What follows belongs to an exercise in optimizing a design on an open flow for small area, a short achievable clock period and few clock cycles; a production flow would make more cautious choices.
RTL that was checked went through simulation tests only; none was proved equivalent to the original.
Power figures rest on the tool's default switching activity, not on a simulated workload.

old:
## msr_ring
module msr_ring (
    input  wire        clk,
    input  wire        rst,
    input  wire        cmd_valid,
    output wire        cmd_ready,
    input  wire [1:0]  cmd_op,
    input  wire [15:0] cmd_arg,
    output reg         rsp_valid,
    output reg  [15:0] rsp_data
);
    localparam RING_CAP = 32;
    localparam R        = 2;             
    localparam NSTEP    = 16 / R;
    localparam OP_PUSH  = 2'd0;
    localparam OP_AVG   = 2'd1;
    localparam OP_SLOT  = 2'd2;
    localparam OP_CUR   = 2'd3;
    reg [15:0]   sr [0:RING_CAP-1];      
    reg [4:0]    cur;
    reg          full;                   
    reg [20:0]   sum;                    
    reg          v1;
    reg [1:0]    op1;
    reg [15:0]   arg1;
    reg          ready;
    assign cmd_ready = ready;
    wire accept = cmd_valid & ready & ~rst;
    reg          busy;
    reg [4:0]    rem;
    reg [2:0]    step;
    reg          first;                  
    reg [6:0]    cur3;                   
    integer i;
    wire push = v1 & (op1 == OP_PUSH) & (arg1 != 16'd0);
    wire [4:0]  pos      = cur + ~arg1[4:0];             
    wire        slot_ok  = full | (arg1[4:0] < cur);
    wire [15:0] slot_val = slot_ok ? sr[pos] : 16'd0;
    wire [15:0] old = full ? sr[RING_CAP-1] : 16'd0;
    wire [4:0]  cur_nx  = cur + {4'd0, push};
    wire        full_nx = full | (push & (cur == 5'd31));
  ...
clock: 8.0 ns
lec_check: 0
abc_clock_period_in_ps: 3000
cap_margin: 20
core_margin: 2
core_utilization: 40
setup_slack_margin: 5
slew_margin: 20
run.sh (not shown) runs the stock make flow with config.mk's settings and CLKGATE_MAP_FILE= SYNTH_SCRIPT=/design/flow/synth_recipe.tcl, a recipe that flattens the netlist after the stock synthesis.
old went all the way through synthesis, placement and routing and the layout is clean on timing, DRC and antenna.
Here is what was changed in the inputs of new compared with old.
Settings: a change of CORE_UTILIZATION from 40 to 60; an added CTS_BUF_LIST of sky130_fd_sc_hd__clkbuf_8.
==> comparison <==
Transition time at the pin with the least slew margin came out higher on new than on old.
Required arrival time at the worst endpoint came out lower on new than on old.
Maximum clock rate ended up 5.6 MHz lower on new than on old.
Largest driver fanout on the critical path: new vs old up 11
Setup slack in new is smaller than in old.
new ended up with a higher via count than old did.
Of new and old, it is new that has the lower clock power.
Taking old as 1.0, new lands at 0.46 on number of fill cells.
Higher area added between synthesis and finish was reported by old, not new.
The sequential share of layout area number comes out lower for old vs new.
Looking at met1 routing resource usage after global routing across old and new, the one that comes out lower is old.
No run of this note included a check of the RTL's function; only the layout flow was run.


The RTL this note starts from:
==> flow/design.v <==
module msr_ring (
    input  wire        clk,
    input  wire        rst,
    input  wire        cmd_valid,
    output wire        cmd_ready,
    input  wire [1:0]  cmd_op,
    input  wire [15:0] cmd_arg,
    output reg         rsp_valid,
    output reg  [15:0] rsp_data
);
    localparam RING_CAP = 32;
    localparam R        = 2;             
    localparam NSTEP    = 16 / R;
    localparam OP_PUSH  = 2'd0;
    localparam OP_AVG   = 2'd1;
    localparam OP_SLOT  = 2'd2;
    localparam OP_CUR   = 2'd3;
    reg [15:0]   sr [0:RING_CAP-1];      
    reg [4:0]    cur;
    reg          full;                   
    reg [20:0]   sum;                    
    reg          v1;
    reg [1:0]    op1;
    reg [15:0]   arg1;
    reg          push;                   
    reg          ready;
    assign cmd_ready = ready;
    wire accept = cmd_valid & ready & ~rst;
    reg          busy;
    reg [4:0]    rem;
    reg [2:0]    step;
    reg [6:0]    cur3;                   
    integer i;
    wire [4:0]  cur_nx  = cur + {4'd0, push};
    wire        full_nx = full | (push & (cur == 5'd31));
    reg  [3:0]  pos_lo;
    reg  [7:0]  pos_hi;
    wire [4:0]  pos_nx = cur_nx + ~cmd_arg[4:0];
    reg  [15:0] slot_val;
    integer j, k;
    always @* begin
        slot_val = 16'd0;
        for (j = 0; j < 8; j = j + 1)
            for (k = 0; k < 4; k = k + 1)
                slot_val = slot_val | ({16{pos_hi[j] & pos_lo[k]}} & sr[4*j+k]);
    end
    reg  [16:0] delta;
    wire [20:0] sum_nx  = push ? sum + {{4{delta[16]}}, delta} : sum;
    wire [15:0] old_p   = (full | (cur == 5'd31)) ? sr[RING_CAP-2] : 16'd0;
    wire [15:0] old_n   = full ? sr[RING_CAP-1] : 16'd0;
    wire [16:0] delta_p = {1'b0, cmd_arg} - {1'b0, old_p};
    wire [16:0] delta_n = {1'b0, cmd_arg} - {1'b0, old_n};
    wire [6:0]  t  = {rem, sum[15:14]};
    wire [7:0]  e1 = {1'b0, t} - {3'b0, cur};
    wire [7:0]  e2 = {1'b0, t} - {2'b0, cur, 1'b0};
    wire [7:0]  e3 = {1'b0, t} - {1'b0, cur3};
    wire        g1 = ~e1[7];
    wire        g2 = ~e2[7];
    wire        g3 = ~e3[7];
    wire [4:0]  drem = g3 ? e3[4:0] : g2 ? e2[4:0] : g1 ? e1[4:0] : t[4:0];
    wire [1:0]  dq   = {g2, g3 | (g1 & ~g2)};
    always @(posedge clk) begin
        if (push) begin
            for (i = RING_CAP - 1; i > 0; i = i - 1)
                sr[i] <= sr[i-1];
            sr[0] <= arg1;
        end
    end
    wire start_div = accept & (cmd_op == OP_AVG) & ~full_nx & (cur_nx != 5'd0);
    always @(posedge clk) begin
        arg1 <= cmd_arg;
        delta <= push ? delta_p : delta_n;
        pos_lo  <= 4'd1 << pos_nx[1:0];
        pos_hi  <= (full_nx | (cmd_arg[4:0] < cur_nx)) ? 8'd1 << pos_nx[4:2] : 8'd0;
        op1  <= cmd_op;
        rem  <= start_div ? sum_nx[20:16] : drem;
        step <= start_div ? 3'd0 : step + 3'd1;
        if (busy)
            rsp_data <= {rsp_data[15-R:0], dq};
        else
            case (op1)
                OP_PUSH: rsp_data <= 16'd0;
                OP_AVG:  rsp_data <= sum[20:5];      
                OP_SLOT: rsp_data <= slot_val;
                default: rsp_data <= {11'd0, cur};
            endcase
        if (rst) begin
            v1        <= 1'b0;
            push      <= 1'b0;
            ready     <= 1'b1;
            cur       <= 5'd0;
            cur3      <= 7'd0;
            full      <= 1'b0;
            sum       <= 21'd0;
            busy      <= 1'b0;
            rsp_valid <= 1'b0;
        end else begin
            v1   <= accept;
            push <= accept & (cmd_op == OP_PUSH) & (cmd_arg != 16'd0);
            cur  <= cur_nx;
            if (push)
                cur3 <= cur3 + 7'd3;
            full <= full_nx;
            if (busy)
                sum <= {sum[20:16], sum[15-R:0], sum[15:16-R]};
            else
                sum <= sum_nx;
            if (busy && step == NSTEP - 2)
                ready <= 1'b1;
            if (busy && step == NSTEP - 1)
                busy <= 1'b0;
            if (start_div) begin
                busy  <= 1'b1;
                ready <= 1'b0;
            end
            rsp_valid <= busy ? (step == NSTEP - 1) : v1;
        end
    end
endmodule
clock: 8.0 ns
lec_check: 0
abc_clock_period_in_ps: 3000
cap_margin: 20
core_margin: 2
core_utilization: 40
cts_cluster_diameter: 80
cts_cluster_size: 20
setup_slack_margin: 5
slew_margin: 20
standard.sh (not shown) runs the stock make flow with config.mk's settings and CLKGATE_MAP_FILE= SYNTH_SCRIPT=/design/flow/synth_recipe.tcl, a recipe that flattens the netlist after the stock synthesis.
==> flow/flow/run.sh <==
#!/bin/bash
# Layout flow: the standard flow (standard synthesis included), with the
# port buffers made plain buffers (buf_4) instead of the delay cells that
# buffer_ports otherwise picks. Each step's log stays in orfs/logs; make's
# own output goes to make_flow.log here.
set -euo pipefail
export BUFFER_PORTS_ARGS="-buffer_cell sky130_fd_sc_hd__buf_4"
bash standard.sh > make_flow.log 2>&1
Next try:
Settings changed: CORE_UTILIZATION 40 to 60, CTS_CLUSTER_DIAMETER 80 to 120, CTS_CLUSTER_SIZE 20 to 24.
What happened: Critical path depth stays the same. Count of clock-buffer cells in the layout goes down by 13. Final cell count goes down by 12%.
Next try:
Settings changed: CORE_UTILIZATION 60 to 40.
Effect: Worst setup slack gains 0.0046 ns. Via count stays flat. Total power hardly moves. Hold slack degrades by 0.0044 ns. Design area rose by 1.4%. Clock-buffer cell count stays the same.
Next try:
==> flow/flow/run.sh (replaced) <==
#!/bin/bash
# Layout flow: the standard flow (standard synthesis included), with the
# port buffers made plain buffers (buf_4) instead of the delay cells that
# buffer_ports otherwise picks, and timing repair aimed at a tighter setup
# margin. Each step's log stays in orfs/logs; make's own output goes to
# make_flow.log here.
set -euo pipefail
export BUFFER_PORTS_ARGS="-buffer_cell sky130_fd_sc_hd__buf_4"
export SETUP_SLACK_MARGIN=5.25
bash standard.sh > make_flow.log 2>&1
Settings changed: SETUP_SLACK_MARGIN 5 to default.
=>
- The changed run ran to the end with no violations
- cell count went up by 0.68%
- power is about the same
- global-route usage increases by 0.24 points
- routed wire length hardly moves
- non-clock buffer count rose by 17
- die area is unchanged
- count of clock-buffer cells in the layout stays the same
- cell area climbs by 1.3%
- worst hold slack improves by 0.0052 ns
Next try:
==> flow/flow/run.sh (replaced) <==
#!/bin/bash
# Layout flow: the standard flow (standard synthesis included), with the
# port buffers made plain buffers (buf_4) instead of the delay cells that
# buffer_ports otherwise picks. Each step's log stays in orfs/logs; make's
# own output goes to make_flow.log here.
set -euo pipefail
export BUFFER_PORTS_ARGS="-buffer_cell sky130_fd_sc_hd__buf_4"
bash standard.sh > make_flow.log 2>&1
Settings changed: PLACE_DENSITY from default to 0.8, SETUP_SLACK_MARGIN from default to 5.
What happened:
- The changed run ran to the end with no violations
- critical path depth came out lower by 2
- clock power hardly moves
- synthesized area stays the same
- setup slack is worse by 0.040 ns
- sequential power is about the same
- sequential share of layout area came out higher by 0.84 points
- global-route usage came out lower by 1.4 points
- clock-buffer cell count does not change
- synthesized cell count stays the same
- non-clock buffer count came out lower by 20
Next try:
Settings changed: CTS_BUF_LIST from default to sky130_fd_sc_hd__clkbuf_8 sky130_fd_sc_hd__clkbuf_16, PLACE_DENSITY 0.8 to default.
- maximum frequency falls by 0.71%
- non-clock buffer count climbs by 3
- critical path depth rises by 2
- core utilization barely changes
- wire length went up by about 5.4%
- sequential power is about the same
- global-route usage climbs by 1.2 points
- final area stays flat
- worst setup slack loses 0.021 ns
Function was not checked in any run of this note: the RTL went through the layout flow alone.


Setup of P:
msr_ring, a different RTL version from the one above (not shown whole).
For scale: about 1700 cells after synthesis, about 620 flip-flops, ~0.025 mm2 of cells after synthesis.
Settings: LEC_CHECK=0, ABC_CLOCK_PERIOD_IN_PS=3000, CAP_MARGIN=20, CORE_MARGIN=2, CORE_UTILIZATION=40, CTS_CLUSTER_DIAMETER=150, CTS_CLUSTER_SIZE=30, SETUP_SLACK_MARGIN=5, SLEW_MARGIN=20; clock period 8.0 ns.
==> flow/flow/run.sh <==
#!/bin/bash
# Layout flow: the standard flow (standard synthesis included), with the
# port buffers made plain buffers (buf_4) instead of the delay cells that
# buffer_ports otherwise picks. Each step's log stays in orfs/logs; make's
# own output goes to make_flow.log here.
set -euo pipefail
export BUFFER_PORTS_ARGS="-buffer_cell sky130_fd_sc_hd__buf_4"
bash standard.sh > make_flow.log 2>&1
P reached the final stage; the timing, DRC and antenna checks on its layout passed.
What Q does differently from P at the input level:
# P
export LEC_CHECK = 0
export ABC_CLOCK_PERIOD_IN_PS = 3000
export CAP_MARGIN = 20
export CORE_MARGIN = 2
export CORE_UTILIZATION = 40
export CTS_CLUSTER_DIAMETER = 150
export CTS_CLUSTER_SIZE = 30
export SETUP_SLACK_MARGIN = 5
export SLEW_MARGIN = 20
create_clock -name core_clock -period 8.0 [get_ports {clk}]
# Q
export LEC_CHECK = 0
export ABC_CLOCK_PERIOD_IN_PS = 3000
export CAP_MARGIN = 20
export CORE_MARGIN = 2
export CORE_UTILIZATION = 40
export SETUP_SLACK_MARGIN = 5
export SLEW_MARGIN = 20
create_clock -name core_clock -period 8.0 [get_ports {clk}]
Findings:
P → Q: overall power now sits higher; wire length now sits higher; number of buffers and inverters on the critical path now sits higher; final clock period utilization by the worst path now sits at about the same level; total global-route track usage now sits higher. Summary of Q over P: clock-pin slew on the worst setup and hold paths down 60 ps; cell count rose 66; count of fill cells added during filler insertion decreased by about 2.2% relative to the old numbers.
No functional check of the RTL was part of any run of this note.


msr_ring, a different RTL version from the one above (not shown whole).
For scale: about 39 I/O pins.
clock: 8.0 ns
lec_check: 0
abc_clock_period_in_ps: 3000
cap_margin: 20
core_margin: 2
core_utilization: 40
cts_cluster_diameter: 120
cts_cluster_size: 24
slew_margin: 20
==> flow/flow/run.sh <==
#!/bin/bash
# Layout flow: the standard flow (standard synthesis included), with the
# port buffers made plain buffers (buf_4) instead of the delay cells that
# buffer_ports otherwise picks, and timing repair aimed at a tighter setup
# margin. Each step's log stays in orfs/logs; make's own output goes to
# make_flow.log here.
set -euo pipefail
export BUFFER_PORTS_ARGS="-buffer_cell sky130_fd_sc_hd__buf_4"
export SETUP_SLACK_MARGIN=5.4
bash standard.sh > make_flow.log 2>&1
Testbench counts at the start, summed over its fixed seeds: cycles 8,328.
Next try:
--- a/flow/flow/run.sh
+++ b/flow/flow/run.sh
@@ -8,3 +8,3 @@
 export BUFFER_PORTS_ARGS="-buffer_cell sky130_fd_sc_hd__buf_4"
-export SETUP_SLACK_MARGIN=5.4
+export SETUP_SLACK_MARGIN=5.25
 bash standard.sh > make_flow.log 2>&1
After rerunning: Worst setup slack is worse by 0.019 ns; hold slack is worse by 0.012 ns; fmax went down slightly; via count barely changes; wire length went up slightly; non-clock buffer count went down by 24; sequential share of layout area went up by 1.3 points; sequential cell count stays the same; combinational power went down by roughly a tenth.


== rev 12 ==
msr_ring, a different RTL version from the one above (not shown whole).
For scale: roughly 1,700 cells after synthesis, about 39 I/O pins, about 24,000 µm² of cells after synthesis.
clock: 8.0 ns
lec_check: 0
abc_clock_period_in_ps: 3000
cap_margin: 20
core_margin: 2
core_utilization: 40
cts_cluster_diameter: 120
cts_cluster_size: 24
slew_margin: 20
==> flow/flow/run.sh <==
#!/bin/bash
# Layout flow: the standard flow (standard synthesis included), with the
# port buffers made plain buffers (buf_4) instead of the delay cells that
# buffer_ports otherwise picks, and timing repair aimed at a tighter setup
# margin. Each step's log stays in orfs/logs; make's own output goes to
# make_flow.log here.
set -euo pipefail
export BUFFER_PORTS_ARGS="-buffer_cell sky130_fd_sc_hd__buf_4"
export SETUP_SLACK_MARGIN=5.25
bash standard.sh > make_flow.log 2>&1
#### Input delta (rev 13 over rev 12)
Settings: SETUP_SLACK_MARGIN: unset -> 5.
==> flow/flow/run.sh <==
#!/bin/bash
# Layout flow: the standard flow (standard synthesis included), with the
# port buffers made plain buffers (buf_4) instead of the delay cells that
# buffer_ports otherwise picks. Each step's log stays in orfs/logs; make's
# own output goes to make_flow.log here.
set -euo pipefail
export BUFFER_PORTS_ARGS="-buffer_cell sky130_fd_sc_hd__buf_4"
bash standard.sh > make_flow.log 2>&1
## What came out
- STATUS setup slack: rev 13 loses against rev 12
- Going from rev 12 to rev 13, total leakage power shrinks by 0.00071 µW.
- Side by side, share of final-layout standard cells stronger than drive strength 1 turned out lower in rev 13 than in rev 12.
- Rev 13 vs rev 12: multi-input gate area in the final layout down
- Max-slew headroom at the worst pin: rev 13 better than rev 12
- Sequential share of layout area, rev 12 and rev 13: larger value in rev 13
- Clock input transition at the sequential cells of the worst setup and hold paths of rev 12 is on par with rev 13.
- Looking only at sum of met2 wire segment lengths after detailed routing, and setting everything else aside, the lower value of rev 12 and rev 13 goes to rev 13.
- Relative to rev 12, wire length of the first global-routing pass decreased by about 1.2% in rev 13.
- Cell area after layout in rev 13 vs rev 12: down about 6%
No run of this note included a check of the RTL's function; only the layout flow was run.

## separate check: timing with driven ports
No port has a modelled driver above. Below, the same layouts with a new extraction and two added sets of constraints.
Step 1: set_driving_cell puts a clkbuf_16 on clk and a buf_2 on each other input, an assumption about the parent block.
Step 2 moves the port delays by t, midway between the first and last clock arrival at a register: inputs arrive t later, outputs are due t later. That takes back most of the time a late clock gives input paths.
Slacks: ideal / step 1 / step 2; pairs: ideal / step 1.
run	shift t [ns]	setup slack, ns	worst setup path at the end	clock arrival spread, ns
old	0.704	4.559 / 4.559 / 4.395	input to register	0.046 / 0.045
new	0.735	4.490 / 4.490 / 4.396	input to register	0.054 / 0.054
the first run of note 2	0.632	4.994 / 5.018 / 4.386	input to register	0.022 / 0.022
the second run of note 2	0.663	5.033 / 5.061 / 4.406	input to register	0.032 / 0.033
the third run of note 2	0.660	5.037 / 5.057 / 4.397	input to register	0.034 / 0.034
the fourth run of note 2	0.661	5.093 / 5.114 / 4.452	input to register	0.033 / 0.033
the fifth run of note 2	0.657	5.053 / 5.081 / 4.424	input to register	0.021 / 0.021
the sixth run of note 2	0.659	5.032 / 5.052 / 4.392	input to register	0.031 / 0.031
P	0.653	4.970 / 4.970 / 4.355	input to register	0.025 / 0.026
Q	0.684	4.970 / 4.994 / 4.310	input to register	0.019 / 0.019
the first run of note 4	0.673	5.289 / 5.230 / 4.858	input to register	0.018 / 0.018
the second run of note 4	0.671	5.269 / 5.229 / 4.773	input to register	0.023 / 0.023
rev 12	0.663	4.916 / 4.908 / 4.245	input to register	0.033 / 0.033
rev 13	0.659	4.900 / 4.898 / 4.240	input to register	0.027 / 0.027
After both steps setup and hold are still met in every run listed. For rev 12, which loses most, drivers alone change the setup slack by -0.008 ns; drivers and shift together by -0.671 ns.
